What follows belongs to an exercise in optimizing a design on an open flow for small area, a short achievable clock period and few clock cycles; a production flow would make more cautious choices.
RTL that was checked went through simulation tests only; none was proved equivalent to the original.
Function not checked in run 1: the RTL went through the layout flow alone.
Power figures rest on the tool's default switching activity, not on a simulated workload.

==> flow/design.v <==
module lfo_ptab (
    input  wire        row,
    input  wire [9:0]  col,
    output reg  [26:0] t1,       
    output reg  [25:0] t2,       
    output wire        c         
);
    reg [31:0] cw;
    always @(*) begin
        case ({row, col[9:5]})
            6'd0: t1 = 27'd80000000;
            6'd1: t1 = 27'd69267401;
            6'd2: t1 = 27'd59974660;
            6'd3: t1 = 27'd51928611;
            6'd4: t1 = 27'd44961999;
            6'd5: t1 = 27'd38930010;
            6'd6: t1 = 27'd33707257;
            6'd7: t1 = 27'd29185176;
            6'd8: t1 = 27'd25269766;
            6'd9: t1 = 27'd21879638;
            6'd10: t1 = 27'd18944321;
            6'd11: t1 = 27'd16402798;
            6'd12: t1 = 27'd14202240;
            6'd13: t1 = 27'd12296903;
            6'd14: t1 = 27'd10647182;
            6'd15: t1 = 27'd9218782;
            6'd16: t1 = 27'd7982014;
            6'd17: t1 = 27'd6911167;
            6'd18: t1 = 27'd5983982;
            6'd19: t1 = 27'd5181186;
            6'd20: t1 = 27'd4486091;
            6'd21: t1 = 27'd3884248;
            6'd22: t1 = 27'd3363147;
            6'd23: t1 = 27'd2911956;
            6'd24: t1 = 27'd2521295;
            6'd25: t1 = 27'd2183045;
            6'd26: t1 = 27'd1890173;
            6'd27: t1 = 27'd1636592;
            6'd28: t1 = 27'd1417031;
            6'd29: t1 = 27'd1226926;
            6'd30: t1 = 27'd1062324;
            6'd31: t1 = 27'd919806;
            6'd32: t1 = 27'd80000;
            6'd33: t1 = 27'd69753;
            6'd34: t1 = 27'd60818;
            6'd35: t1 = 27'd53027;
            6'd36: t1 = 27'd46235;
            6'd37: t1 = 27'd40313;
            6'd38: t1 = 27'd35149;
            6'd39: t1 = 27'd30647;
            6'd40: t1 = 27'd26721;
            6'd41: t1 = 27'd23298;
            6'd42: t1 = 27'd20314;
            6'd43: t1 = 27'd17712;
            6'd44: t1 = 27'd15443;
            6'd45: t1 = 27'd13465;
            6'd46: t1 = 27'd11740;
            6'd47: t1 = 27'd10236;
            6'd48: t1 = 27'd8925;
            6'd49: t1 = 27'd7782;
            6'd50: t1 = 27'd6785;
            6'd51: t1 = 27'd5916;
            6'd52: t1 = 27'd5158;
            6'd53: t1 = 27'd4497;
            6'd54: t1 = 27'd3921;
            6'd55: t1 = 27'd3419;
            6'd56: t1 = 27'd2981;
            6'd57: t1 = 27'd2599;
            6'd58: t1 = 27'd2266;
            6'd59: t1 = 27'd1976;
            6'd60: t1 = 27'd1723;
            6'd61: t1 = 27'd1502;
            6'd62: t1 = 27'd1310;
            6'd63: t1 = 27'd1142;
            default: t1 = 27'd0;
        endcase
        case ({row, col[4:0]})
            6'd0: t2 = 26'd16777216;
            6'd1: t2 = 26'd16701861;
            6'd2: t2 = 26'd16626844;
            6'd3: t2 = 26'd16552164;
            6'd4: t2 = 26'd16477820;
            6'd5: t2 = 26'd16403810;
            6'd6: t2 = 26'd16330132;
            6'd7: t2 = 26'd16256785;
            6'd8: t2 = 26'd16183767;
            6'd9: t2 = 26'd16111078;
            6'd10: t2 = 26'd16038714;
            6'd11: t2 = 26'd15966676;
            6'd12: t2 = 26'd15894962;
            6'd13: t2 = 26'd15823569;
            6'd14: t2 = 26'd15752497;
            6'd15: t2 = 26'd15681745;
            6'd16: t2 = 26'd15611310;
            6'd17: t2 = 26'd15541192;
            6'd18: t2 = 26'd15471388;
            6'd19: t2 = 26'd15401898;
            6'd20: t2 = 26'd15332720;
            6'd21: t2 = 26'd15263853;
            6'd22: t2 = 26'd15195295;
            6'd23: t2 = 26'd15127045;
            6'd24: t2 = 26'd15059102;
            6'd25: t2 = 26'd14991464;
            6'd26: t2 = 26'd14924129;
            6'd27: t2 = 26'd14857097;
            6'd28: t2 = 26'd14790367;
            6'd29: t2 = 26'd14723935;
            6'd30: t2 = 26'd14657803;
            6'd31: t2 = 26'd14591967;
            6'd32: t2 = 26'd65536;
            6'd33: t2 = 26'd65256;
            6'd34: t2 = 26'd64977;
            6'd35: t2 = 26'd64699;
            6'd36: t2 = 26'd64423;
            6'd37: t2 = 26'd64147;
            6'd38: t2 = 26'd63873;
            6'd39: t2 = 26'd63600;
            6'd40: t2 = 26'd63328;
            6'd41: t2 = 26'd63058;
            6'd42: t2 = 26'd62788;
            6'd43: t2 = 26'd62520;
            6'd44: t2 = 26'd62252;
            6'd45: t2 = 26'd61986;
            6'd46: t2 = 26'd61721;
            6'd47: t2 = 26'd61458;
            6'd48: t2 = 26'd61195;
            6'd49: t2 = 26'd60933;
            6'd50: t2 = 26'd60673;
            6'd51: t2 = 26'd60414;
            6'd52: t2 = 26'd60155;
            6'd53: t2 = 26'd59898;
            6'd54: t2 = 26'd59642;
            6'd55: t2 = 26'd59387;
            6'd56: t2 = 26'd59133;
            6'd57: t2 = 26'd58881;
            6'd58: t2 = 26'd58629;
            6'd59: t2 = 26'd58378;
            6'd60: t2 = 26'd58129;
            6'd61: t2 = 26'd57880;
            6'd62: t2 = 26'd57633;
            6'd63: t2 = 26'd57387;
            default: t2 = 26'd0;
        endcase
        case ({row, col[9:5]})
            6'd0: cw = 32'h2df5c18e;
            6'd1: cw = 32'h4d9cecec;
            6'd2: cw = 32'h0cf46dce;
            6'd3: cw = 32'h27716d09;
            6'd4: cw = 32'h0e7a7477;
            6'd5: cw = 32'h2cd5742a;
            6'd6: cw = 32'h27f44dbc;
            6'd7: cw = 32'hae5f7c1a;
            6'd8: cw = 32'hffe57feb;
            6'd9: cw = 32'h04fd8859;
            6'd10: cw = 32'h35857c48;
            6'd11: cw = 32'h0f93ea55;
            6'd12: cw = 32'h6f9cfd56;
            6'd13: cw = 32'h8ff08aff;
            6'd14: cw = 32'h800c0918;
            6'd15: cw = 32'hdea032af;
            6'd16: cw = 32'h674489da;
            6'd17: cw = 32'h25e56f3d;
            6'd18: cw = 32'hbca905f1;
            6'd19: cw = 32'he481a707;
            6'd20: cw = 32'h1e6c9b9d;
            6'd21: cw = 32'h7dfd44c6;
            6'd22: cw = 32'he5afbcb5;
            6'd23: cw = 32'h94a9f098;
            6'd24: cw = 32'hefdccb6b;
            6'd25: cw = 32'h4a3496d6;
            6'd26: cw = 32'h0c971ee6;
            6'd27: cw = 32'h4e5f827c;
            6'd28: cw = 32'h3ad61f9f;
            6'd29: cw = 32'h19434ffa;
            6'd30: cw = 32'hff3fe5dc;
            6'd31: cw = 32'h2790a05a;
            6'd32: cw = 32'h399c724a;
            6'd33: cw = 32'h89402b62;
            6'd34: cw = 32'hc9823c44;
            6'd35: cw = 32'h1fcbbe3d;
            6'd36: cw = 32'h67127a21;
            6'd37: cw = 32'h63d14520;
            6'd38: cw = 32'hebd05e82;
            6'd39: cw = 32'h7afaf109;
            6'd40: cw = 32'heb359afa;
            6'd41: cw = 32'h054170d7;
            6'd42: cw = 32'h0a7e4c6a;
            6'd43: cw = 32'h20cb0350;
            6'd44: cw = 32'ha7f2a7e5;
            6'd45: cw = 32'h9832b3e6;
            6'd46: cw = 32'h06ab1c6c;
            6'd47: cw = 32'h99f19530;
            6'd48: cw = 32'haace0e6a;
            6'd49: cw = 32'hd2d30f0c;
            6'd50: cw = 32'h5959c00c;
            6'd51: cw = 32'h5270fc32;
            6'd52: cw = 32'h7ffe3257;
            6'd53: cw = 32'hedb55a6e;
            6'd54: cw = 32'h373c003c;
            6'd55: cw = 32'h66dad5a9;
            6'd56: cw = 32'h8e07f81c;
            6'd57: cw = 32'haaad6dbb;
            6'd58: cw = 32'h1e7764b5;
            6'd59: cw = 32'h87e0003e;
            6'd60: cw = 32'h4924cc63;
            6'd61: cw = 32'had55556b;
            6'd62: cw = 32'h8c9924b4;
            6'd63: cw = 32'h83e1c719;
            default: cw = 32'd0;
        endcase
    end
    assign c = cw[col[4:0]];
endmodule
module lfo_divider (
    input  wire        clk,
    input  wire        load,
    input  wire [20:0] rem_in,
    input  wire [27:0] dvd_in,
    input  wire [20:0] dvs_in,
    input  wire [22:0] dvs3_in,
    input  wire        run,
    input  wire        set_q,         
    input  wire [27:0] q_in,
    output reg  [20:0] rem,
    output reg  [27:0] dvd
);
    reg [20:0] dvs;
    reg [22:0] dvs3;
    wire [22:0] r4 = {rem, dvd[27:26]};
    wire [23:0] t1, t2, t3;
    lfo_add #(.W(24)) u_t1 (.a({1'b0, r4}), .b(~{3'b0, dvs}),       .cin(1'b1), .s(t1), .cout());
    lfo_add #(.W(24)) u_t2 (.a({1'b0, r4}), .b(~{2'b0, dvs, 1'b0}), .cin(1'b1), .s(t2), .cout());
    lfo_add #(.W(24)) u_t3 (.a({1'b0, r4}), .b(~{1'b0, dvs3}),      .cin(1'b1), .s(t3), .cout());
    always @(posedge clk) begin
        if (load) begin
            rem  <= rem_in;
            dvd  <= dvd_in;
            dvs  <= dvs_in;
            dvs3 <= dvs3_in;
        end else if (set_q) begin
            dvd  <= q_in;
        end else if (run) begin
            if (!t3[23]) begin
                rem <= t3[20:0];
                dvd <= {dvd[25:0], 2'd3};
            end else if (!t2[23]) begin
                rem <= t2[20:0];
                dvd <= {dvd[25:0], 2'd2};
            end else if (!t1[23]) begin
                rem <= t1[20:0];
                dvd <= {dvd[25:0], 2'd1};
            end else begin
                rem <= r4[20:0];
                dvd <= {dvd[25:0], 2'd0};
            end
        end
    end
endmodule
module lfo_add #(
    parameter W = 32
) (
    input  wire [W-1:0] a,
    input  wire [W-1:0] b,
    input  wire         cin,
    output wire [W-1:0] s,
    output wire         cout
);
    localparam L = $clog2(W + 1);
    wire [W:0] g [0:L];
    wire [W:0] p [0:L];
    assign g[0] = {a & b, cin};
    assign p[0] = {a ^ b, 1'b0};
    genvar k, i;
    generate
        for (k = 0; k < L; k = k + 1) begin : lvl
            for (i = 0; i <= W; i = i + 1) begin : bitk
                if ((i >> k) & 1) begin : comb
                    localparam integer J = ((i >> k) << k) - 1;
                    assign g[k+1][i] = g[k][i] | (p[k][i] & g[k][J]);
                    assign p[k+1][i] = p[k][i] & p[k][J];
                end else begin : pass
                    assign g[k+1][i] = g[k][i];
                    assign p[k+1][i] = p[k][i];
                end
            end
        end
    endgenerate
    assign s    = p[0][W:1] ^ g[L][W-1:0];
    assign cout = g[L][W];
endmodule
module lamb_lfo (
    input  wire        clk,
    input  wire        rst,           
    input  wire        cmd_valid,
    input  wire [7:0]  cmd,
    output reg         cmd_ready,
    input  wire [1:0]  sw_raw,
    input  wire [31:0] now_ms,
    input  wire        clk_active,
    input  wire [31:0] clk_period,
    input  wire [9:0]  knob_freq,
    input  wire [9:0]  knob_duty,
    output reg  [11:0] sample_q,
    output reg         sample_wr,
    output wire        range_ind,
    output reg         range_evt
);
    localparam [27:0] S_RES         = 28'd268369920;   
    localparam [28:0] S_RES2        = 29'd536739840;   
    localparam [11:0] OUT_RES       = 12'd4095;
    localparam [9:0]  ADC_MAX       = 10'd1023;
    localparam [24:0] LOW_SLOWEST   = 25'd20000000;
    localparam [24:0] HIGH_FASTEST  = 25'd250;
    localparam [31:0] CROSSOVER     = 32'd90000;
    localparam [31:0] MIN_CLK_PER   = 32'd1000;
    localparam [9:0]  DUTY_MIN      = 10'd102;
    localparam [9:0]  DUTY_MAX      = 10'd920;
    localparam [9:0]  RESET_DUTY    = 10'd511;
    localparam [9:0]  EDGE_DEADZONE = 10'd4;
    localparam [31:0] DEBOUNCE_MS   = 32'd50;
    localparam [27:0] RESET_INC     = 28'd268;         
    function [9:0] snap;
        input [9:0] k;
        begin
            if (k <= EDGE_DEADZONE)                snap = 10'd0;
            else if (k >= ADC_MAX - EDGE_DEADZONE) snap = ADC_MAX;
            else                                   snap = k;
        end
    endfunction
    reg        iv;
    reg [7:0]  ic;
    reg [1:0]  isw;
    reg [31:0] inow;
    reg        iext;              
    reg        icgt, iclt;        
    reg [31:0] icp;
    reg [9:0]  ikf, ikd;          
    always @(posedge clk) begin
        iv   <= cmd_valid && cmd_ready && !rst;
        ic   <= cmd;
        isw  <= sw_raw;
        inow <= now_ms;
        iext <= clk_active && (clk_period > MIN_CLK_PER);
        icgt <= clk_period > CROSSOVER;
        iclt <= clk_period < CROSSOVER;
        icp  <= clk_period;
        ikf  <= snap(knob_freq);
        ikd  <= snap(knob_duty);
    end
    wire op_tick  = iv && (ic == 8'h10);
    wire op_rstph = iv && (ic == 8'h20);
    wire op_swchk = iv && (ic[7:1] == 7'b0011000);
    wire op_rauto = iv && (ic == 8'h40);
    wire op_pcalc = iv && (ic == 8'h50);
    wire op_commit= iv && (ic == 8'h60);
    reg [27:0] phase;
    reg        rising;
    reg        sp_tri, sp_pulse, sp_prev, sp_rst;    
    reg [27:0] inc0, inc1;
    reg        stage_valid;
    reg        high_range;
    reg        tri_sel;
    reg        rs_prev_clocked;
    reg [9:0]  last_freq, last_duty;
    reg        last_range, last_clocked;
    reg [31:0] last_clkper;
    reg        pc_force;
    reg [1:0]  sw_stable, sw_last_raw;
    reg [31:0] sw_last_change0, sw_last_change1;
    assign range_ind = high_range;
    localparam [28:0] NEG_S = 29'h20000000 - {1'b0, S_RES};       
    wire [28:0] up_s, up_r, dn_s, dn_r, top_t;
    lfo_add #(.W(29)) u_ups (.a({1'b0, phase}), .b({1'b0, inc0}), .cin(1'b0), .s(up_s), .cout());
    wire [28:0] ur_x = S_RES2 ^ ~{1'b0, phase} ^ ~{1'b0, inc0};
    wire [28:0] ur_c = (S_RES2 & ~{1'b0, phase}) | (S_RES2 & ~{1'b0, inc0}) | (~{1'b0, phase} & ~{1'b0, inc0});
    lfo_add #(.W(29)) u_upr (.a(ur_x), .b({ur_c[27:0], 1'b1}), .cin(1'b1), .s(up_r), .cout());
    wire [28:0] tt_x = {1'b0, phase} ^ {1'b0, inc0} ^ NEG_S;
    wire [28:0] tt_c = ({1'b0, phase} & {1'b0, inc0}) | ({1'b0, phase} & NEG_S) | ({1'b0, inc0} & NEG_S);
    lfo_add #(.W(29)) u_top (.a(tt_x), .b({tt_c[27:0], 1'b0}), .cin(1'b0), .s(top_t), .cout());
    wire        top_hit = !top_t[28];
    wire        top_bot = (phase == S_RES) && (inc0 == S_RES);   
    lfo_add #(.W(29)) u_dns (.a({1'b0, phase}), .b(~{1'b0, inc1}), .cin(1'b1), .s(dn_s), .cout());
    lfo_add #(.W(29)) u_dnr (.a({1'b0, inc1}), .b(~{1'b0, phase}), .cin(1'b1), .s(dn_r), .cout());
    wire        bot_hit = !dn_r[28];                             
    wire [27:0] p_new  = rising ? (top_hit ? up_r[27:0] : up_s[27:0])
                                : (bot_hit ? dn_r[27:0] : dn_s[27:0]);
    wire        r_new  = rising ? (!top_hit || top_bot) : bot_hit;
    wire        sw_s      = ic[0];
    wire        sw_raw_s  = isw[sw_s];
    wire        sw_moved  = sw_raw_s != sw_last_raw[sw_s];
    wire [31:0] sw_elapsed;
    lfo_add #(.W(32)) u_swe (.a(inow), .b(~(sw_s ? sw_last_change1 : sw_last_change0)),
                             .cin(1'b1), .s(sw_elapsed), .cout());
    wire        sw_fire   = !sw_moved && (sw_elapsed >= DEBOUNCE_MS) && (sw_raw_s != sw_stable[sw_s]);
    wire [10:0] f_d   = {1'b0, ikf} - {1'b0, last_freq};
    wire [10:0] d_d   = {1'b0, ikd} - {1'b0, last_duty};
    wire        f_big = f_d[10] ? (f_d < 11'h7fe) : (f_d > 11'd2);    
    wire        d_big = d_d[10] ? (d_d < 11'h7fe) : (d_d > 11'd2);
    wire        pc_changed = pc_force || f_big || d_big
                         || (high_range != last_range) || (iext != last_clocked)
                         || (iext && (icp != last_clkper));
    localparam [3:0] S_IDLE = 4'd0,  S_P1 = 4'd1,   S_P1X = 4'd2,  S_ROMM = 4'd3,
                     S_CMUL = 4'd4,  S_CDIV = 4'd5, S_PF = 4'd6,   S_XMUL = 4'd7,
                     S_NCHK = 4'd8,  S_AMUL = 4'd9, S_NDIV = 4'd10, S_N1A = 4'd11,
                     S_N1B = 4'd12,  S_SLOAD = 4'd13, S_SDIV = 4'd14, S_P1R = 4'd15;
    reg [3:0]  st;
    reg [3:0]  cntA, cntB;
    reg [9:0]  dv_r;
    reg [3:0]  coef_r;
    reg        lower_r;
    reg        pf_div;
    reg        ovf_r;
    reg        corr_r;
    reg        c_r;
    reg [4:0]  sk_r;
    wire [9:0] dvc = (last_duty < DUTY_MIN) ? DUTY_MIN :
                     (last_duty > DUTY_MAX) ? DUTY_MAX : last_duty;
    wire [26:0] t1;
    wire [25:0] t2;
    wire        tc;
    lfo_ptab u_ptab (.row(last_range), .col(last_freq), .t1(t1), .t2(t2), .c(tc));
    function [4:0] idx60;
        input [9:0] f;
        integer j;
        begin
            idx60 = 5'd0;
            for (j = 1; j <= 16; j = j + 1)
                if (f >= 60 * j) idx60 = j;
        end
    endfunction
    wire [4:0]  c_idx    = idx60(last_freq);
    wire [4:0]  c_coef_w = (c_idx >= 5'd8) ? (c_idx - 5'd7) : (5'd9 - c_idx);
    wire cp_big = |last_clkper[31:25];        
    wire c_big  = |last_clkper[31:28];        
    function [24:0] clamp_per;
        input [28:0] p;
        begin
            if (p < HIGH_FASTEST)     clamp_per = HIGH_FASTEST;
            else if (p > LOW_SLOWEST) clamp_per = LOW_SLOWEST;
            else                      clamp_per = p[24:0];
        end
    endfunction
    reg  [26:0] M;
    reg  [28:0] acc;
    reg  [25:0] mq;
    reg  [3:0]  mcnt;
    function [2:0] bdec;
        input [2:0] y;       
        begin
            bdec = {y[2], (y == 3'b100) || (y == 3'b011), (y == 3'b000) || (y == 3'b111)};
        end
    endfunction
    reg         b_neg, b_two, b_zero;
    wire [28:0] b_mag = b_zero ? 29'd0 : (b_two ? {1'b0, M, 1'b0} : {2'b0, M});
    wire [30:0] b_sum;
    lfo_add #(.W(31)) u_mul (.a({{2{acc[28]}}, acc}), .b({{2{b_neg}}, (b_neg ? ~b_mag : b_mag)}),
                             .cin(b_neg), .s(b_sum), .cout());
    wire [28:0] acc_n = b_sum[30:2];
    wire [34:0] prod6 = {acc_n[22:0], b_sum[1:0], mq[25:16]};
    reg  [15:0] fold1;
    reg         fold_c;
    reg  [14:0] a_r;
    wire [10:0] fold2 = {5'd0, fold1[15:10]} + {1'b0, fold1[9:0]};
    reg         dA_load, dB_load;
    reg  [20:0] dA_rem_in, dB_rem_in, dA_dvs_in, dB_dvs_in;
    reg  [22:0] dA_dvs3_in, dB_dvs3_in;
    reg  [27:0] dA_dvd_in, dB_dvd_in;
    reg         dB_setq;
    wire [27:0] dB_q_in;
    wire [20:0] dA_rem, dB_rem;
    wire [27:0] dA_dvd, dB_dvd;
    lfo_divider u_da (.clk(clk), .load(dA_load), .rem_in(dA_rem_in), .dvd_in(dA_dvd_in),
                      .dvs_in(dA_dvs_in), .dvs3_in(dA_dvs3_in), .run(cntA != 4'd0),
                      .set_q(1'b0), .q_in(28'd0), .rem(dA_rem), .dvd(dA_dvd));
    lfo_divider u_db (.clk(clk), .load(dB_load), .rem_in(dB_rem_in), .dvd_in(dB_dvd_in),
                      .dvs_in(dB_dvs_in), .dvs3_in(dB_dvs3_in), .run(cntB != 4'd0),
                      .set_q(dB_setq), .q_in(dB_q_in), .rem(dB_rem), .dvd(dB_dvd));
    wire [3:0]  p_r  = dB_rem[13:10];
    reg  [13:0] r0_lim;           
    always @(*) begin
        case (p_r)
            4'd0: r0_lim = 14'd1022;
            4'd1: r0_lim = 14'd2045;
            4'd2: r0_lim = 14'd3068;
            4'd3: r0_lim = 14'd4091;
            4'd4: r0_lim = 14'd5114;
            4'd5: r0_lim = 14'd6137;
            4'd6: r0_lim = 14'd7160;
            4'd7: r0_lim = 14'd8183;
            4'd8: r0_lim = 14'd9206;
            default: r0_lim = 14'd10229;
        endcase
    end
    wire        n_corr = ovf_r ? (p_r < dA_rem[13:10]) : (dA_rem[13:0] > r0_lim);
    wire [21:0] n1_v   = dB_dvd[21:0] - dA_dvd[21:0] - {21'd0, corr_r};
    assign dB_q_in = {6'd0, n1_v};
    function [4:0] bitlen22;
        input [21:0] v;
        integer j;
        begin
            bitlen22 = 5'd0;
            for (j = 0; j < 22; j = j + 1)
                if (v[j]) bitlen22 = j + 1;
        end
    endfunction
    wire [4:0]  blP  = bitlen22(dB_dvd[21:0]);
    wire [4:0]  skv  = (blP > 5'd5) ? (blP - 5'd5) : 5'd0;
    wire [55:0] s_sh = {28'd0, S_RES} << sk_r;
    always @(*) begin
        dA_load = 1'b0; dB_load = 1'b0; dB_setq = 1'b0;
        dA_rem_in = 21'd0; dA_dvd_in = 28'd0; dA_dvs_in = 21'd10230; dA_dvs3_in = 23'd30690;
        dB_rem_in = 21'd0; dB_dvd_in = 28'd0; dB_dvs_in = 21'd10240; dB_dvs3_in = 23'd30720;
        case (st)
            S_P1X: begin                     
                dA_load    = !lower_r && !c_big;
                dA_rem_in  = 21'd0;
                dA_dvd_in  = last_clkper[27:0];
                dA_dvs_in  = {17'd0, coef_r};
                dA_dvs3_in = {18'd0, coef_r, 1'b0} + {19'd0, coef_r};
            end
            S_XMUL: begin
                dB_load    = (mcnt == 4'd6);
                dB_rem_in  = {8'd0, M[24:12]};
                dB_dvd_in  = {M[11:0], 16'd0};
                dA_load    = (mcnt == 4'd1);
                dA_rem_in  = {6'd0, prod6[34:20]};
                dA_dvd_in  = {prod6[19:0], 8'd0};
            end
            S_AMUL: begin                    
                dA_load    = (mcnt == 4'd1);
                dA_rem_in  = {8'd0, prod6[24:12]};
                dA_dvd_in  = {prod6[11:0], 16'd0};
                dA_dvs_in  = 21'd10240;
                dA_dvs3_in = 23'd30720;
            end
            S_N1B: dB_setq = 1'b1;
            S_SLOAD: begin
                dA_load    = 1'b1;
                dB_load    = 1'b1;
                dA_rem_in  = s_sh[48:28];
                dB_rem_in  = s_sh[48:28];
                dA_dvd_in  = s_sh[27:0];
                dB_dvd_in  = s_sh[27:0];
                dA_dvs_in  = dA_dvd[20:0];
                dB_dvs_in  = dB_dvd[20:0];
                dA_dvs3_in = {1'b0, dA_dvd[20:0], 1'b0} + {2'b0, dA_dvd[20:0]};
                dB_dvs3_in = {1'b0, dB_dvd[20:0], 1'b0} + {2'b0, dB_dvd[20:0]};
            end
            default: ;
        endcase
    end
    always @(posedge clk) begin
        if (rst) begin
            phase           <= 28'd0;
            rising          <= 1'b1;
            inc0            <= RESET_INC;
            inc1            <= RESET_INC;
            stage_valid     <= 1'b0;
            high_range      <= 1'b0;
            tri_sel         <= 1'b0;
            sample_q        <= OUT_RES;
            sample_wr       <= 1'b0;
            range_evt       <= 1'b0;
            rs_prev_clocked <= 1'b0;
            last_freq       <= 10'd0;
            last_duty       <= RESET_DUTY;
            last_range      <= 1'b0;
            last_clocked    <= 1'b0;
            last_clkper     <= 32'd0;
            pc_force        <= 1'b1;
            sw_stable       <= 2'b00;
            sw_last_raw     <= 2'b00;
            sw_last_change0 <= 32'd0;
            sw_last_change1 <= 32'd0;
            st              <= S_IDLE;
            cntA            <= 4'd0;
            cntB            <= 4'd0;
            mcnt            <= 4'd0;
            cmd_ready       <= 1'b1;
            sp_tri          <= 1'b0;
            sp_pulse        <= 1'b0;
            sp_rst          <= 1'b0;
        end else begin
            sample_wr <= 1'b0;
            range_evt <= 1'b0;
            if (sp_tri) begin
                sample_q  <= phase[27:16];
                sample_wr <= 1'b1;
            end else if (sp_pulse && (rising != sp_prev)) begin
                sample_q  <= rising ? OUT_RES : 12'd0;
                sample_wr <= 1'b1;
            end else if (sp_rst) begin
                sample_q  <= OUT_RES;
                sample_wr <= 1'b1;
            end
            sp_tri   <= 1'b0;
            sp_pulse <= 1'b0;
            sp_rst   <= 1'b0;
            if (op_tick) begin
                phase    <= p_new;
                rising   <= r_new;
                sp_tri   <= tri_sel;
                sp_pulse <= !tri_sel;
                sp_prev  <= rising;
            end
            if (op_rstph) begin
                phase  <= 28'd0;
                rising <= 1'b1;
                sp_rst <= !tri_sel && !rising;
            end
            if (op_swchk) begin
                if (sw_moved) begin
                    if (sw_s) sw_last_change1 <= inow;
                    else      sw_last_change0 <= inow;
                    sw_last_raw[sw_s] <= sw_raw_s;
                end
                if (sw_fire) begin
                    sw_stable[sw_s] <= sw_raw_s;
                    if (sw_s == 1'b0) begin
                        if (!iext && (high_range != sw_raw_s)) begin
                            high_range <= sw_raw_s;
                            range_evt  <= 1'b1;
                        end
                    end else begin
                        tri_sel <= sw_raw_s;
                    end
                end
            end
            if (op_rauto) begin
                if (iext) begin
                    if (icgt && high_range) begin
                        high_range <= 1'b0;
                        range_evt  <= 1'b1;
                    end else if (iclt && !high_range) begin
                        high_range <= 1'b1;
                        range_evt  <= 1'b1;
                    end
                end else if (rs_prev_clocked && (high_range != sw_stable[0])) begin
                    high_range <= sw_stable[0];
                    range_evt  <= 1'b1;
                end
                rs_prev_clocked <= iext;
            end
            if (op_commit && stage_valid) begin
                inc0        <= dA_dvd;
                inc1        <= dB_dvd;
                stage_valid <= 1'b0;
            end
            if (cntA != 4'd0) cntA <= cntA - 4'd1;
            if (cntB != 4'd0) cntB <= cntB - 4'd1;
            if (mcnt != 4'd0) begin
                acc   <= acc_n;
                mq    <= {b_sum[1:0], mq[25:2]};
                {b_neg, b_two, b_zero} <= bdec(mq[3:1]);
                mcnt  <= mcnt - 4'd1;
            end
            fold1  <= {1'b0, M[24:10]} + {6'd0, M[9:0]};
            fold_c <= fold2 >= 11'd1023;
            a_r    <= M[24:10] + {9'd0, fold1[15:10]} + {14'd0, fold_c};
            cmd_ready <= 1'b0;
            case (st)
                S_IDLE: begin
                    cmd_ready <= 1'b1;
                    if (op_pcalc && pc_changed) begin
                        if (pc_force || f_big) last_freq <= ikf;
                        if (pc_force || d_big) last_duty <= ikd;
                        last_range   <= high_range;
                        last_clocked <= iext;
                        if (iext) last_clkper <= icp;
                        pc_force     <= 1'b0;
                        st           <= S_P1;
                        cmd_ready    <= 1'b0;
                    end
                end
                S_P1: begin
                    dv_r    <= dvc;
                    coef_r  <= c_coef_w[3:0];
                    lower_r <= last_freq < 10'd512;
                    if (!last_clocked) begin
                        M    <= t1;
                        mq   <= t2;
                        {b_neg, b_two, b_zero} <= bdec({t2[1:0], 1'b0});
                        c_r  <= tc;
                        st   <= S_P1R;
                    end else begin
                        st   <= S_P1X;
                    end
                end
                S_P1X: begin
                    if (lower_r ? cp_big : c_big) begin
                        M    <= {2'd0, LOW_SLOWEST};
                        acc  <= 29'd0;
                        mq   <= {16'd0, dv_r};
                        {b_neg, b_two, b_zero} <= bdec({dv_r[1:0], 1'b0});
                        mcnt <= 4'd6;
                        st   <= S_XMUL;
                    end else if (lower_r) begin
                        M      <= {2'd0, last_clkper[24:0]};
                        mq     <= {22'd0, coef_r};
                        {b_neg, b_two, b_zero} <= bdec({coef_r[1:0], 1'b0});
                        acc    <= 29'd0;
                        mcnt   <= 4'd3;
                        pf_div <= 1'b0;
                        st     <= S_CMUL;
                    end else begin
                        cntA   <= 4'd14;
                        pf_div <= 1'b1;
                        st     <= S_CDIV;
                    end
                end
                S_P1R: begin
                    acc  <= last_range ? {10'd0, c_r, 18'd0} : {2'd0, c_r, 26'd0};
                    mcnt <= last_range ? 4'd9 : 4'd13;
                    st   <= S_ROMM;
                end
                S_ROMM: begin
                    if (mcnt == 4'd1) begin
                        M     <= acc_n[26:0];
                        acc   <= 29'd0;
                        mq    <= {16'd0, dv_r};
                        {b_neg, b_two, b_zero} <= bdec({dv_r[1:0], 1'b0});
                        mcnt  <= 4'd6;
                        st    <= S_XMUL;
                    end
                end
                S_CMUL: if (mcnt == 4'd1) st <= S_PF;
                S_CDIV: if (cntA == 4'd1) st <= S_PF;
                S_PF: begin
                    M     <= {2'd0, clamp_per(pf_div ? {1'd0, dA_dvd} : {acc[22:0], mq[25:20]})};
                    acc   <= 29'd0;
                    mq    <= {16'd0, dv_r};
                        {b_neg, b_two, b_zero} <= bdec({dv_r[1:0], 1'b0});
                    mcnt  <= 4'd6;
                    st    <= S_XMUL;
                end
                S_XMUL: begin
                    if (mcnt == 4'd6) cntB <= 4'd11;
                    if (mcnt == 4'd1) begin
                        cntA <= 4'd10;
                        st   <= S_NCHK;
                    end
                end
                S_NCHK: begin
                    ovf_r <= |dA_rem[14:12];
                    if (|dA_rem[14:12]) begin
                        M     <= {12'd0, a_r};
                        acc   <= 29'd0;
                        mq    <= {16'd0, dv_r};
                        {b_neg, b_two, b_zero} <= bdec({dv_r[1:0], 1'b0});
                        mcnt  <= 4'd6;
                        st    <= S_AMUL;
                    end else begin
                        st    <= S_NDIV;
                    end
                end
                S_AMUL: begin
                    if (mcnt == 4'd1) begin
                        cntA <= 4'd11;
                        st   <= S_NDIV;
                    end
                end
                S_NDIV: if (cntA <= 4'd1 && cntB <= 4'd1) st <= S_N1A;
                S_N1A: begin
                    corr_r <= n_corr;
                    sk_r   <= {skv[4:1], 1'b0};
                    st     <= S_N1B;
                end
                S_N1B: st <= S_SLOAD;
                S_SLOAD: begin
                    cntA <= 4'd14 - sk_r[4:1];
                    cntB <= 4'd14 - sk_r[4:1];
                    st   <= S_SDIV;
                end
                S_SDIV: begin
                    if (cntA == 4'd2) cmd_ready <= 1'b1;
                    if (cntA == 4'd1) begin
                        stage_valid <= 1'b1;
                        st          <= S_IDLE;
                        cmd_ready   <= 1'b1;
                    end
                end
                default: st <= S_IDLE;
            endcase
            if (cmd_valid && cmd_ready && (cmd == 8'h50)) cmd_ready <= 1'b0;
        end
    end
endmodule
==> flow/flow/run.sh <==
#!/bin/bash
# Layout flow: the standard ORFS layout (standard.sh, standard synthesis unchanged), with
# repair_timing asked to keep 8 ns of setup slack at the design's 12 ns clock, so that the
# resizer also works on paths that already meet 12 ns. Constraints and clock are the design's.
# The make output goes to standard.log; ORFS keeps each step's full log under orfs/logs/.
set -euo pipefail
bash standard.sh SETUP_SLACK_MARGIN=8 finish > standard.log 2>&1
==> flow/standard.sh <==
#!/bin/bash
# synth_recipe.tcl (not shown) runs the flow's synth.tcl, then flattens the netlist and writes it again
# the make line also repeats each setting of config.mk as NAME=value (left out here)
make -C /OpenROAD-flow-scripts/flow DESIGN_CONFIG=/design/flow/config.mk WORK_HOME=/design/flow/orfs CLKGATE_MAP_FILE= SYNTH_SCRIPT=/design/flow/synth_recipe.tcl "${@:-finish}"
==> flow/config.mk <==
export PLATFORM = sky130hd
export DESIGN_NAME = lamb_lfo
export DESIGN_NICKNAME = lamb_lfo
export VERILOG_FILES = /design/flow/design.v
export SDC_FILE = /design/flow/constraint.sdc
export NUM_CORES = 4
export LEC_CHECK = 0
export CAP_MARGIN = 20
export CORE_MARGIN = 2
export CORE_UTILIZATION = 55
export PLACE_DENSITY = 0.65
export SLEW_MARGIN = 20
export SYNTH_MEMORY_MAX_BITS = 65536
==> flow/constraint.sdc <==
create_clock -name core_clock -period 12.0 [get_ports {clk}]
set_input_delay 2.4000 -clock core_clock [delete_from_list [all_inputs] [get_ports {clk}]]
set_output_delay 2.4000 -clock core_clock [all_outputs]
set_load 0.01 [all_outputs]
==> qor.yml, run 1 <==
run_status:
  outcome: "complete, no violations"
timing:
  slew_violations: 0
  final.setup_skew_ps: 46.6
  tns_ps: 0
  fmax_mhz: 213
  period_minus_slack_ps: 4700
  tightest_slew_ps: 1170
  rsz0062_at_grt: "yes"
  setup_viol: 0
  fin_ws_ps: 7300
  maxSlewHeadroom_pct: 21.4
  hold_violations: 0
  period_share_pct: 39.2
  holdWs_ps: 450
final_layout:
  layout-drive-gt1-share_pct: 10.5
  post-route-util_pct: 63.4
  final_cells: 8279
  final_cell_mix: "nand2_1 (733), a21oi_1 (664), nor2_1 (617)"
  layout_commonest_cell: "nand2_1"
  fin_nets: 7576
  syn2layout_area_growth_pct: 13.8
drt:
  drc: 0
  drtAntennaViolNets: 0
  routed_wl_mm: 207
  first_iter_violations: 6612
  vias: 53720
  drt-wirelength-per-cell_um: 25.0
  vias_per_cell: 6.49
  dr.pass1.iters: 9
global_routing:
  grt_usage_pct: 38.1
  antenna_found_initial: 6
  grt_pass1_wl_mm: 305
  grt_max_degree: 85
  gr-total-overflow: 0
  grt_pass1_vias: 49704
worst_setup_path:
  path_class: "reg2reg"
  rrSetupSlack_ps: 7300
  worstPathMaxFanout: 8
  r2r_end: "high_range$_SDFF_PP0_"
  arrival_ps: 5230
  ff2ff_path_depth: 21
  required_ps: 12530
  crit_path_start_kind: "flop"
  rr_startpoint: "ic[0]$_DFF_P_"
  end_kind: "flop"
floorplan:
  dieHeight_um: 323
  die_area_um2: 104000
  fp.coreArea_um2: 100000
  io_pins: 114
  row_count: 116
  start_util_pct: 55.7
  die_x_um: 323
cts:
  clock-sinks: 675
  cts_buffer_depth: 3
  cts_buffers: 80
  cts_hold_buf: 0
  clkTransAtPathRegs_ps: 60
  htreeDepth: 3
  insertion_delay_ps: 700
  root_buffer: "clkbuf_16"
  cts_tree: "built"
synthesis:
  synth_edf_count: 324
  async_reset_ff_share_pct: 0
  syn_area_um2: 55900
  synth_cells: 6792
  avgSynthCellArea_um2: 8.24
  synthFlopType: "dfxtp_1"
  syn_nets: 7513
  ys_seq_elements: 675
  synth_cell_types: 114
  yosys_warnings: 8
  seq_area_frac_synth_pct: 30.0
power_and_ir_drop:
  pwr-share-seq_pct: 25.1
  p_leak_uw: 0.0261
  pwr-share-clk_pct: 15.8
  peakVddDrop_mv: 0.207
  p_int_uw: 8580
  powerDensity_nw_per_um2: 252
  switching_share_pct: 46.6
  p_sw_uw: 7490
  power_frac_comb_pct: 59.2
placement:
  dpl.hpwl_mm: 150
  io_buffers: 113
  dp_cells: 7981
  dp_slack_ps: 6540
  gp_congestion: 1.06
worst_hold_path:
  hold_path.class: "reg2reg"
  whs_path_depth: 2
  hp-start: "sw_last_change1[20]$_SDFFE_PP0P_"
  holdPathEnd: "sw_last_change1[20]$_SDFFE_PP0P_"
job:
  maxCapViolCount: 0
kinds of logic (layout without fill, tap and decap cells):
| logic type | Yosys count | after routing | synth area share [%] |
|---|---|---|---|
| xor gates and xnor gates | 339 | 339 | 5.31 |
| DFF | 675 | 675 | 30.0 |
| AOI/OAI and AO/OA | 1992 | 1992 | 22.7 |
| other | 0 | 2 | 0 |
| muxes | 230 | 230 | 4.39 |
| and+or+nand+nor | 2116 | 2119 | 17.2 |
| buffers and inverters | 817 | 942 | 5.57 |
| adders and majority gates | 623 | 623 | 14.9 |
per-layer routing:
| layer | GRT usage [%] | share of wire (%) | vias to the layer above |
|---|---|---|---|
| li1 | - | - | 24653 |
| met1 | 49.0 | 39 | 25524 |
| met2 | 60.6 | 45 | 2861 |
| met3 | 6.13 | 9.2 | 676 |
| met4 | 22.0 | 6.6 | 6 |
| met5 | 0 | 0.021 | - |
worst max path at each step:
stage	from	to	slack, ps	depth (start not counted)
after floorplan	ic[0]$_DFF_P_	high_range$_SDFF_PP0_	7480	22
after global placement	ic[0]$_DFF_P_	high_range$_SDFF_PP0_	6620	20
after detailed placement	ic[0]$_DFF_P_	high_range$_SDFF_PP0_	6540	20
after CTS	ic[0]$_DFF_P_	high_range$_SDFF_PP0_	7290	21
after global routing	ic[0]$_DFF_P_	high_range$_SDFF_PP0_	7030	21
final	ic[0]$_DFF_P_	high_range$_SDFF_PP0_	7300	21
power by group through the flow:
stage	clock (µW)	sequential, µW	combinational (µW)
final	2540	4030	9510
after global routing	2650	4040	10300
after CTS	2570	3990	8360
after detailed placement	0	4050	7920
after global placement	0	4050	7780
after floorplan	0	3610	5940
sequential cells by signal, summed over array words and instances (netlist names), 29 cells and up, named ones only:
| name | count |
|---|---|
| last_clkper | 32 |
| sw_last_change0 | 32 |
| acc | 29 |
| icp | 32 |
| inow | 32 |
| sw_last_change1 | 32 |
per-stage QoR:
| stage | instance area (µm²) | power, µW |
|---|---|---|
| floorplan | 56000 | 9540 |
| global placement | 58100 | 11800 |
| detailed placement | 58100 | 12000 |
| CTS | 61900 | 14900 |
| global route | 63700 | 17000 |
| finish | 63700 | 16100 |
synth_stat cells, types with 102 or more instances:
| cell | number | share of area (%) |
|---|---|---|
| dfxtp_1 | 351 | 13 |
| inv_1 | 442 | 3.0 |
| nand2_1 | 742 | 5.0 |
| o21ai_0 | 396 | 3.5 |
| xor2_1 | 180 | 2.8 |
| ha_1 | 554 | 12 |
| nor3_1 | 161 | 1.4 |
| nor2_1 | 628 | 4.2 |
| a21oi_1 | 692 | 6.2 |
| xnor2_1 | 159 | 2.5 |
| edfxtp_1 | 324 | 17 |
| nand3_1 | 125 | 1.1 |
| a211oi_1 | 102 | 1.4 |
| clkbuf_1 | 296 | 2.0 |
| mux2i_1 | 198 | 3.5 |
critical path, cell delays in order (launching register included):
cell       delay, ps
dfxtp_4          350
buf_12           140
buf_12           130
mux2i_1          110
ha_2             330
nor2_1            50
or3_4            390
a21oi_4          150
o211ai_1         110
and2_1           170
fa_1             480
o211ai_1         110
a2111oi_1        350
nand3_1          170
a2111oi_2        220
nor4b_2          250
nand4_1          140
nor4_2           160
nand4_1          160
o2111ai_2        230
mux2i_1          240
o31ai_2           70
final cells by class:
class                           instances  area [µm²]
Clock inverter                         49         606
Multi-Input combinational cell       5303       37500
Tap cell                             1357        1700
Inverter                              448        1710
Sequential cell                       675       16800
Timing Repair inverter                  2        10.0
Antenna cell                            2        5.00
Clock buffer                           98        2140
Timing Repair Buffer                  345        3210
Fill cell                            8908       36800
timing repair:
| item | CTS | global route |
|---|---|---|
| pin swaps | 36 | 97 |
| buffers inserted | 51 | 87 |
| setup endpoints to repair | 407 | 211 |
| resized for setup | 145 | 231 |
| cloned | 6 | 5 |
| endpoints found under the hold margin | 0 | 0 |
==> run 2: changes to the inputs <==
--- a/flow/design.v
+++ b/flow/design.v
@@ -221,8 +221,11 @@
     input  wire        run,
     input  wire        set_q,         
     input  wire [27:0] q_in,
+    input  wire        load3,         
     output reg  [20:0] rem,
-    output reg  [27:0] dvd
+    output reg  [27:0] dvd,
+    output wire [27:0] dvd_nx,        
+    output wire [22:0] dvs3_q
 );
     reg [20:0] dvs;
     reg [22:0] dvs3;
@@ -231,7 +234,10 @@
     lfo_add #(.W(24)) u_t1 (.a({1'b0, r4}), .b(~{3'b0, dvs}),       .cin(1'b1), .s(t1), .cout());
     lfo_add #(.W(24)) u_t2 (.a({1'b0, r4}), .b(~{2'b0, dvs, 1'b0}), .cin(1'b1), .s(t2), .cout());
     lfo_add #(.W(24)) u_t3 (.a({1'b0, r4}), .b(~{1'b0, dvs3}),      .cin(1'b1), .s(t3), .cout());
+    assign dvs3_q = dvs3;
+    assign dvd_nx = {dvd[25:0], !t3[23] ? 2'd3 : !t2[23] ? 2'd2 : !t1[23] ? 2'd1 : 2'd0};
     always @(posedge clk) begin
+        if (load3) dvs3 <= dvs3_in;
         if (load) begin
             rem  <= rem_in;
             dvd  <= dvd_in;
@@ -265,7 +271,16 @@
     output wire [W-1:0] s,
     output wire         cout
 );
-    localparam L = $clog2(W + 1);
+    function integer levels;             
+        input integer n;
+        integer j;
+        begin
+            levels = 0;
+            for (j = 1; j < n; j = j * 2)
+                levels = levels + 1;
+        end
+    endfunction
+    localparam L = levels(W + 1);
     wire [W:0] g [0:L];
     wire [W:0] p [0:L];
     assign g[0] = {a & b, cin};
@@ -411,8 +426,11 @@
     reg        pf_div;
     reg        ovf_r;
     reg        corr_r;
-    reg        c_r;
     reg [4:0]  sk_r;
+    wire       per_small = ~|M[24:16];                   
+    wire       x_ovf     = !per_small && (|dA_rem[14:12]);    
+    wire       sdiv_last = (st == S_SDIV) && (cntA == 4'd1);
+    wire       pc_exec   = (st == S_IDLE) || sdiv_last;
     wire [9:0] dvc = (last_duty < DUTY_MIN) ? DUTY_MIN :
                      (last_duty > DUTY_MAX) ? DUTY_MAX : last_duty;
     wire [26:0] t1;
@@ -465,16 +483,19 @@
     reg  [20:0] dA_rem_in, dB_rem_in, dA_dvs_in, dB_dvs_in;
     reg  [22:0] dA_dvs3_in, dB_dvs3_in;
     reg  [27:0] dA_dvd_in, dB_dvd_in;
-    reg         dB_setq;
-    wire [27:0] dB_q_in;
+    reg         dB_load3;
+    wire [27:0] dA_nx, dB_nx;
+    wire [22:0] dB_dvs3;
     wire [20:0] dA_rem, dB_rem;
     wire [27:0] dA_dvd, dB_dvd;
     lfo_divider u_da (.clk(clk), .load(dA_load), .rem_in(dA_rem_in), .dvd_in(dA_dvd_in),
                       .dvs_in(dA_dvs_in), .dvs3_in(dA_dvs3_in), .run(cntA != 4'd0),
-                      .set_q(1'b0), .q_in(28'd0), .rem(dA_rem), .dvd(dA_dvd));
+                      .set_q(1'b0), .q_in(28'd0), .load3(1'b0), .rem(dA_rem), .dvd(dA_dvd),
+                      .dvd_nx(dA_nx), .dvs3_q());
     lfo_divider u_db (.clk(clk), .load(dB_load), .rem_in(dB_rem_in), .dvd_in(dB_dvd_in),
                       .dvs_in(dB_dvs_in), .dvs3_in(dB_dvs3_in), .run(cntB != 4'd0),
-                      .set_q(dB_setq), .q_in(dB_q_in), .rem(dB_rem), .dvd(dB_dvd));
+                      .set_q(1'b0), .q_in(28'd0), .load3(dB_load3), .rem(dB_rem), .dvd(dB_dvd),
+                      .dvd_nx(dB_nx), .dvs3_q(dB_dvs3));
     wire [3:0]  p_r  = dB_rem[13:10];
     reg  [13:0] r0_lim;           
     always @(*) begin
@@ -492,8 +513,18 @@
         endcase
     end
     wire        n_corr = ovf_r ? (p_r < dA_rem[13:10]) : (dA_rem[13:0] > r0_lim);
-    wire [21:0] n1_v   = dB_dvd[21:0] - dA_dvd[21:0] - {21'd0, corr_r};
-    assign dB_q_in = {6'd0, n1_v};
+    wire [21:0] n1_v;
+    lfo_add #(.W(22)) u_n1 (.a(dB_dvd[21:0]), .b(~dA_dvd[21:0]), .cin(!corr_r), .s(n1_v), .cout());
+    wire [22:0] t3_a = dB_dvs3;
+    wire [22:0] t3_b = ~{2'b0, dA_dvd[20:0]};
+    wire [22:0] t3_c = ~{1'b0, dA_dvd[20:0], 1'b0};
+    wire [22:0] t3_d = corr_r ? 23'h7fffff : 23'd2;        
+    wire [22:0] t3_s1 = t3_a ^ t3_b ^ t3_c;
+    wire [22:0] t3_c1 = {(t3_a[21:0] & t3_b[21:0]) | (t3_a[21:0] & t3_c[21:0]) | (t3_b[21:0] & t3_c[21:0]), 1'b0};
+    wire [22:0] t3_s2 = t3_s1 ^ t3_c1 ^ t3_d;
+    wire [22:0] t3_c2 = {(t3_s1[21:0] & t3_c1[21:0]) | (t3_s1[21:0] & t3_d[21:0]) | (t3_c1[21:0] & t3_d[21:0]), 1'b0};
+    wire [22:0] n1x3;
+    lfo_add #(.W(23)) u_n13 (.a(t3_s2), .b(t3_c2), .cin(1'b0), .s(n1x3), .cout());
     function [4:0] bitlen22;
         input [21:0] v;
         integer j;
@@ -507,7 +538,7 @@
     wire [4:0]  skv  = (blP > 5'd5) ? (blP - 5'd5) : 5'd0;
     wire [55:0] s_sh = {28'd0, S_RES} << sk_r;
     always @(*) begin
-        dA_load = 1'b0; dB_load = 1'b0; dB_setq = 1'b0;
+        dA_load = 1'b0; dB_load = 1'b0; dB_load3 = 1'b0;
         dA_rem_in = 21'd0; dA_dvd_in = 28'd0; dA_dvs_in = 21'd10230; dA_dvs3_in = 23'd30690;
         dB_rem_in = 21'd0; dB_dvd_in = 28'd0; dB_dvs_in = 21'd10240; dB_dvs3_in = 23'd30720;
         case (st)
@@ -523,8 +554,8 @@
                 dB_rem_in  = {8'd0, M[24:12]};
                 dB_dvd_in  = {M[11:0], 16'd0};
                 dA_load    = (mcnt == 4'd1);
-                dA_rem_in  = {6'd0, prod6[34:20]};
-                dA_dvd_in  = {prod6[19:0], 8'd0};
+                dA_rem_in  = per_small ? {9'd0, prod6[25:14]} : {6'd0, prod6[34:20]};
+                dA_dvd_in  = per_small ? {prod6[13:0], 14'd0} : {prod6[19:0], 8'd0};
             end
             S_AMUL: begin                    
                 dA_load    = (mcnt == 4'd1);
@@ -533,7 +564,10 @@
                 dA_dvs_in  = 21'd10240;
                 dA_dvs3_in = 23'd30720;
             end
-            S_N1B: dB_setq = 1'b1;
+            S_N1A: begin                     
+                dB_load3   = 1'b1;
+                dB_dvs3_in = {1'b0, dB_dvd[20:0], 1'b0} + {2'b0, dB_dvd[20:0]};
+            end
             S_SLOAD: begin
                 dA_load    = 1'b1;
                 dB_load    = 1'b1;
@@ -542,9 +576,9 @@
                 dA_dvd_in  = s_sh[27:0];
                 dB_dvd_in  = s_sh[27:0];
                 dA_dvs_in  = dA_dvd[20:0];
-                dB_dvs_in  = dB_dvd[20:0];
+                dB_dvs_in  = n1_v[20:0];
                 dA_dvs3_in = {1'b0, dA_dvd[20:0], 1'b0} + {2'b0, dA_dvd[20:0]};
-                dB_dvs3_in = {1'b0, dB_dvd[20:0], 1'b0} + {2'b0, dB_dvd[20:0]};
+                dB_dvs3_in = n1x3;
             end
             default: ;
         endcase
@@ -641,11 +675,6 @@
                 end
                 rs_prev_clocked <= iext;
             end
-            if (op_commit && stage_valid) begin
-                inc0        <= dA_dvd;
-                inc1        <= dB_dvd;
-                stage_valid <= 1'b0;
-            end
             if (cntA != 4'd0) cntA <= cntA - 4'd1;
             if (cntB != 4'd0) cntB <= cntB - 4'd1;
             if (mcnt != 4'd0) begin
@@ -659,19 +688,7 @@
             a_r    <= M[24:10] + {9'd0, fold1[15:10]} + {14'd0, fold_c};
             cmd_ready <= 1'b0;
             case (st)
-                S_IDLE: begin
-                    cmd_ready <= 1'b1;
-                    if (op_pcalc && pc_changed) begin
-                        if (pc_force || f_big) last_freq <= ikf;
-                        if (pc_force || d_big) last_duty <= ikd;
-                        last_range   <= high_range;
-                        last_clocked <= iext;
-                        if (iext) last_clkper <= icp;
-                        pc_force     <= 1'b0;
-                        st           <= S_P1;
-                        cmd_ready    <= 1'b0;
-                    end
-                end
+                S_IDLE: cmd_ready <= 1'b1;
                 S_P1: begin
                     dv_r    <= dvc;
                     coef_r  <= c_coef_w[3:0];
@@ -680,8 +697,9 @@
                         M    <= t1;
                         mq   <= t2;
                         {b_neg, b_two, b_zero} <= bdec({t2[1:0], 1'b0});
-                        c_r  <= tc;
-                        st   <= S_P1R;
+                        acc  <= last_range ? {10'd0, tc, 18'd0} : {2'd0, tc, 26'd0};
+                        mcnt <= last_range ? 4'd9 : 4'd13;
+                        st   <= S_ROMM;
                     end else begin
                         st   <= S_P1X;
                     end
@@ -708,11 +726,6 @@
                         st     <= S_CDIV;
                     end
                 end
-                S_P1R: begin
-                    acc  <= last_range ? {10'd0, c_r, 18'd0} : {2'd0, c_r, 26'd0};
-                    mcnt <= last_range ? 4'd9 : 4'd13;
-                    st   <= S_ROMM;
-                end
                 S_ROMM: begin
                     if (mcnt == 4'd1) begin
                         M     <= acc_n[26:0];
@@ -736,13 +749,13 @@
                 S_XMUL: begin
                     if (mcnt == 4'd6) cntB <= 4'd11;
                     if (mcnt == 4'd1) begin
-                        cntA <= 4'd10;
+                        cntA <= per_small ? 4'd7 : 4'd10;
                         st   <= S_NCHK;
                     end
                 end
                 S_NCHK: begin
-                    ovf_r <= |dA_rem[14:12];
-                    if (|dA_rem[14:12]) begin
+                    ovf_r <= x_ovf;
+                    if (x_ovf) begin
                         M     <= {12'd0, a_r};
                         acc   <= 29'd0;
                         mq    <= {16'd0, dv_r};
@@ -763,24 +776,43 @@
                 S_N1A: begin
                     corr_r <= n_corr;
                     sk_r   <= {skv[4:1], 1'b0};
-                    st     <= S_N1B;
+                    st     <= S_SLOAD;
                 end
-                S_N1B: st <= S_SLOAD;
                 S_SLOAD: begin
                     cntA <= 4'd14 - sk_r[4:1];
                     cntB <= 4'd14 - sk_r[4:1];
                     st   <= S_SDIV;
                 end
                 S_SDIV: begin
-                    if (cntA == 4'd2) cmd_ready <= 1'b1;
+                    if (cntA <= 4'd3) cmd_ready <= 1'b1;
                     if (cntA == 4'd1) begin
                         stage_valid <= 1'b1;
                         st          <= S_IDLE;
-                        cmd_ready   <= 1'b1;
                     end
                 end
                 default: st <= S_IDLE;
             endcase
+            if (pc_exec && op_pcalc && pc_changed) begin
+                if (pc_force || f_big) last_freq <= ikf;
+                if (pc_force || d_big) last_duty <= ikd;
+                last_range   <= high_range;
+                last_clocked <= iext;
+                if (iext) last_clkper <= icp;
+                pc_force     <= 1'b0;
+                st           <= S_P1;
+                cmd_ready    <= 1'b0;
+            end
+            if (op_commit) begin
+                if (sdiv_last) begin
+                    inc0        <= dA_nx;
+                    inc1        <= dB_nx;
+                    stage_valid <= 1'b0;
+                end else if (stage_valid) begin
+                    inc0        <= dA_dvd;
+                    inc1        <= dB_dvd;
+                    stage_valid <= 1'b0;
+                end
+            end
             if (cmd_valid && cmd_ready && (cmd == 8'h50)) cmd_ready <= 1'b0;
         end
     end
==> run 2 against run 1 <==
Highest routed layer unchanged. Sequential share of layout area shrank 1.2 points. Setup slack gained 270 ps. Largest power group unchanged. Core utilization is essentially flat. Critical path depth shrank 1.
==> qor.yml, run 2 <==
timing:
  maxSlewHeadroom_pct: 19.1
  fmax_mhz: 226
  period_minus_slack_ps: 4430
  fin_ws_ps: 7570
  final.setup_skew_ps: 56.3
  period_share_pct: 36.9
  slew_violations: 0
  hold_violations: 0
  setup_viol: 0
  rsz0062_at_grt: "yes"
  tightest_slew_ps: 1210
  tns_ps: 0
synthesis:
  syn_nets: 7634
  synth_cell_types: 120
  synth_edf_count: 324
  async_reset_ff_share_pct: 0
  synth.most_common_cell: "nor2_1"
  yosys.area.top_type_share_pct: 16.7
  synthTopCellsByArea: "edfxtp_1 (17%), ha_1 (13%), dfxtp_1 (12%)"
  ys_seq_elements: 675
  avgSynthCellArea_um2: 8.53
  synthTopCellsByCount: "nor2_1 (661), nand2_1 (601), ha_1 (591)"
  seq_area_frac_synth_pct: 28.8
  syn_area_um2: 58200
  yosys_warnings: 10
  synth_cells: 6829
  synth_top_cell_by_area: "edfxtp_1"
  synthFlopType: "dfxtp_1"
global_routing:
  grt_max_degree: 94
  use_met2_pct: 59.8
  grt_pass1_wl_mm: 321
  gr-total-overflow: 0
  grt_pass1_vias: 51729
  gr-max-usage-layer: "met2"
  grt_usage_pct: 38.7
  use_met1_pct: 50.4
  antenna_found_initial: 5
  grt_use_met3_pct: 7.24
worst_setup_path:
  rrSetupSlack_ps: 7570
  worstPathMaxFanout: 6
  crit_slowest_cell: "fa_1"
  required_ps: 12570
  crit_path_start_kind: "flop"
  r2r_end: "tri_sel$_SDFFE_PP0P_"
  crit_top_cell: "nand4_1"
  end_kind: "flop"
  crit_path_end: "tri_sel$_SDFFE_PP0P_"
  ff2ff_path_depth: 20
  crit_path_start: "ic[0]$_DFF_P_"
  max_stage_delay_ps: 460
  rr_startpoint: "ic[0]$_DFF_P_"
  arrival_ps: 5010
  path_class: "reg2reg"
  crit_path_cell_trace: "buf_12 -> buf_16 -> mux2i_2 -> ha_1 -> a21oi_2 -> nand2_2 -> o21ai_4 -> o21bai_1 -> a21o_1 -> fa_1 -> a211oi_2 -> o2111ai_1 -> nor3_1 -> nand4_1 -> nor4b_2 -> o2111a_1 -> nand4_1 -> o31ai_4 -> mux2i_1 -> nor2_1"
cts:
  clkTransAtPathRegs_ps: 60
  cts_buffers: 81
  cts_buffer_depth: 3
  insertion_delay_ps: 720
  cts_tree: "built"
  clock-sinks: 675
  root_buffer: "clkbuf_16"
  htreeDepth: 3
power_and_ir_drop:
  peakVddDrop_mv: 0.281
  powerDensity_nw_per_um2: 246
  p_leak_uw: 0.0268
floorplan:
  dieHeight_um: 329
  io_pins: 114
  fp.coreArea_um2: 105000
  die_area_um2: 108000
  start_util_pct: 55.4
  die_x_um: 329
  row_count: 119
job:
  maxCapViolCount: 0
placement:
  io_buffers: 113
  dp_slack_ps: 6780
  gp_congestion: 1.01
  dpl.hpwl_mm: 157
drt:
  vias_per_cell: 6.59
  dr.pass1.iters: 9
  first_iter_violations: 6644
  drtAntennaViolNets: 0
  routed_wl_mm: 218
  drt-wirelength-per-cell_um: 26.0
  drc: 0
  vias: 55317
final_layout:
  layout-drive-gt1-share_pct: 11.2
  syn2layout_area_growth_pct: 14.5
  fill_cells: 9115
  final_cell_mix: "nor2_1 (646), nand2_1 (595), ha_1 (568)"
  layout_commonest_cell: "nor2_1"
  fin_nets: 7739
run_status:
  outcome: "complete, no violations"
worst_hold_path:
  hold_path.class: "reg2reg"
[run 2: final cells by class]
class                   count  area (µm²)  share of cell area [%]
multi-input cells        5354       39700                    59.6
well taps                1391        1740                    2.61
inverters                 428        1680                    2.51
diodes                      5        12.5                  0.0188
clock inverters            42         549                   0.824
repair buffers            394        3770                    5.66
clock buffers             106        2350                    3.53
flip-flops and latches    675       16800                    25.2
[run 2: logic make-up (layout without fill, tap and decap cells)]
family | Yosys count | in the layout | synth area share [%]
AOI/OAI and AO/OA | 2006 | 2007 | 22.7
and+or+nand+nor | 2004 | 2005 | 15.8
buffers and inverters | 802 | 970 | 5.32
adders and majority gates | 708 | 708 | 16.7
DFF | 675 | 675 | 28.8
xor gates and xnor gates | 341 | 341 | 5.17
muxes | 293 | 293 | 5.51
other | 0 | 5 | 0
[run 2: power breakdown]
group | leakage (µW) | internal (µW) | switching [µW]
clock network | 0.00141 | 1560 | 1110
registers | 0.00607 | 3090 | 650
logic | 0.0193 | 4190 | 5810
[run 2: metal layers]
layer | vias to the layer above | share of wire, %
met3 | 788 | 9.2
met1 | 26406 | 40
met2 | 3001 | 44
met4 | 4 | 7.0
li1 | 25118 | -
met5 | - | 0.0087
[run 2: worst min path at each step]
| stage | startpoint | to | cells after the start |
|---|---|---|---|
| 2_1_floorplan | rising$_SDFFE_PP1P_ | sp_prev$_DFFE_PP_ | 0 |
| 3_3_place_gp | sw_last_change0[28]$_SDFFE_PP0P_ | sw_last_change0[28]$_SDFFE_PP0P_ | 2 |
| 3_5_place_dp | sw_last_change0[29]$_SDFFE_PP0P_ | sw_last_change0[29]$_SDFFE_PP0P_ | 2 |
| 4_1_cts | sw_last_change0[29]$_SDFFE_PP0P_ | sw_last_change0[29]$_SDFFE_PP0P_ | 2 |
| 5_1_grt | sw_last_change0[29]$_SDFFE_PP0P_ | sw_last_change0[29]$_SDFFE_PP0P_ | 2 |
| 6_report | sw_last_change1[0]$_SDFFE_PP0P_ | sw_last_change1[0]$_SDFFE_PP0P_ | 2 |
[run 2: what timing repair did]
action | 4_1_cts | 5_1_grt
setup buffers | 89 | 84
resized for setup | 186 | 196
hold buffers | 0 | 0
gates cloned | 7 | 3
endpoints found under the setup margin | 231 | 130
pin swaps | 43 | 97
[run 2: worst max-delay path: cells and delay by family (launching register included)]
family | cells | cell delay (ps)
buffers and inverters | 2 | 270
multiplexers | 2 | 380
flip-flops | 1 | 360
AND/OR/NAND/NOR | 6 | 890
adder cells (fa/ha/maj) | 2 | 810
AO/OA/AOI/OAI | 8 | 1570
[run 2: per-stage QoR]
stage | hold WS, ps | power, µW | utilization [%] | cell area, µm² | std cells
finish | 448 | 16400 | 63.4 | 66700 | 8395
global route | 466 | 17300 | 63.4 | 66700 | 8392
CTS | 450 | 15400 | 61.9 | 65100 | 8303
detailed placement | 442 | 12000 | 57.6 | 60500 | 8059
global placement | 436 | 11900 | 57.6 | 60500 | 8058
floorplan | 406 | 9610 | - | 58400 | 6829
Testbench counts of run 2, summed over its fixed seeds: cycles 154,460.

-- port drivers added, routing unchanged --
The results above use ideal ports. As a check the final layouts listed here were re-extracted and re-timed, cells and wires unchanged. Step 1 assumes that a clkbuf_16 drives the clock port and a buf_2 every other input. Step 2 moves the port delays by t, midway between the first and last clock arrival at a register: inputs arrive t later, outputs are due t later. That takes back most of the time a late clock gives input paths. Slacks: no drivers / after step 1 / after step 2; pairs: no drivers / after step 1.
run	t, ns	slack for setup (ns)	hold slack, ns	worst setup path after step 2
run 1	0.747	7.300 / 7.300 / 7.300	0.450 / 0.450 / 0.450	register to register
run 2	0.770	7.567 / 7.567 / 7.250	0.448 / 0.448 / 0.448	input to register
After both steps every run listed still meets setup and hold. For run 2, which loses most, drivers alone change the setup slack by 0.000 ns; drivers and shift together by -0.317 ns.
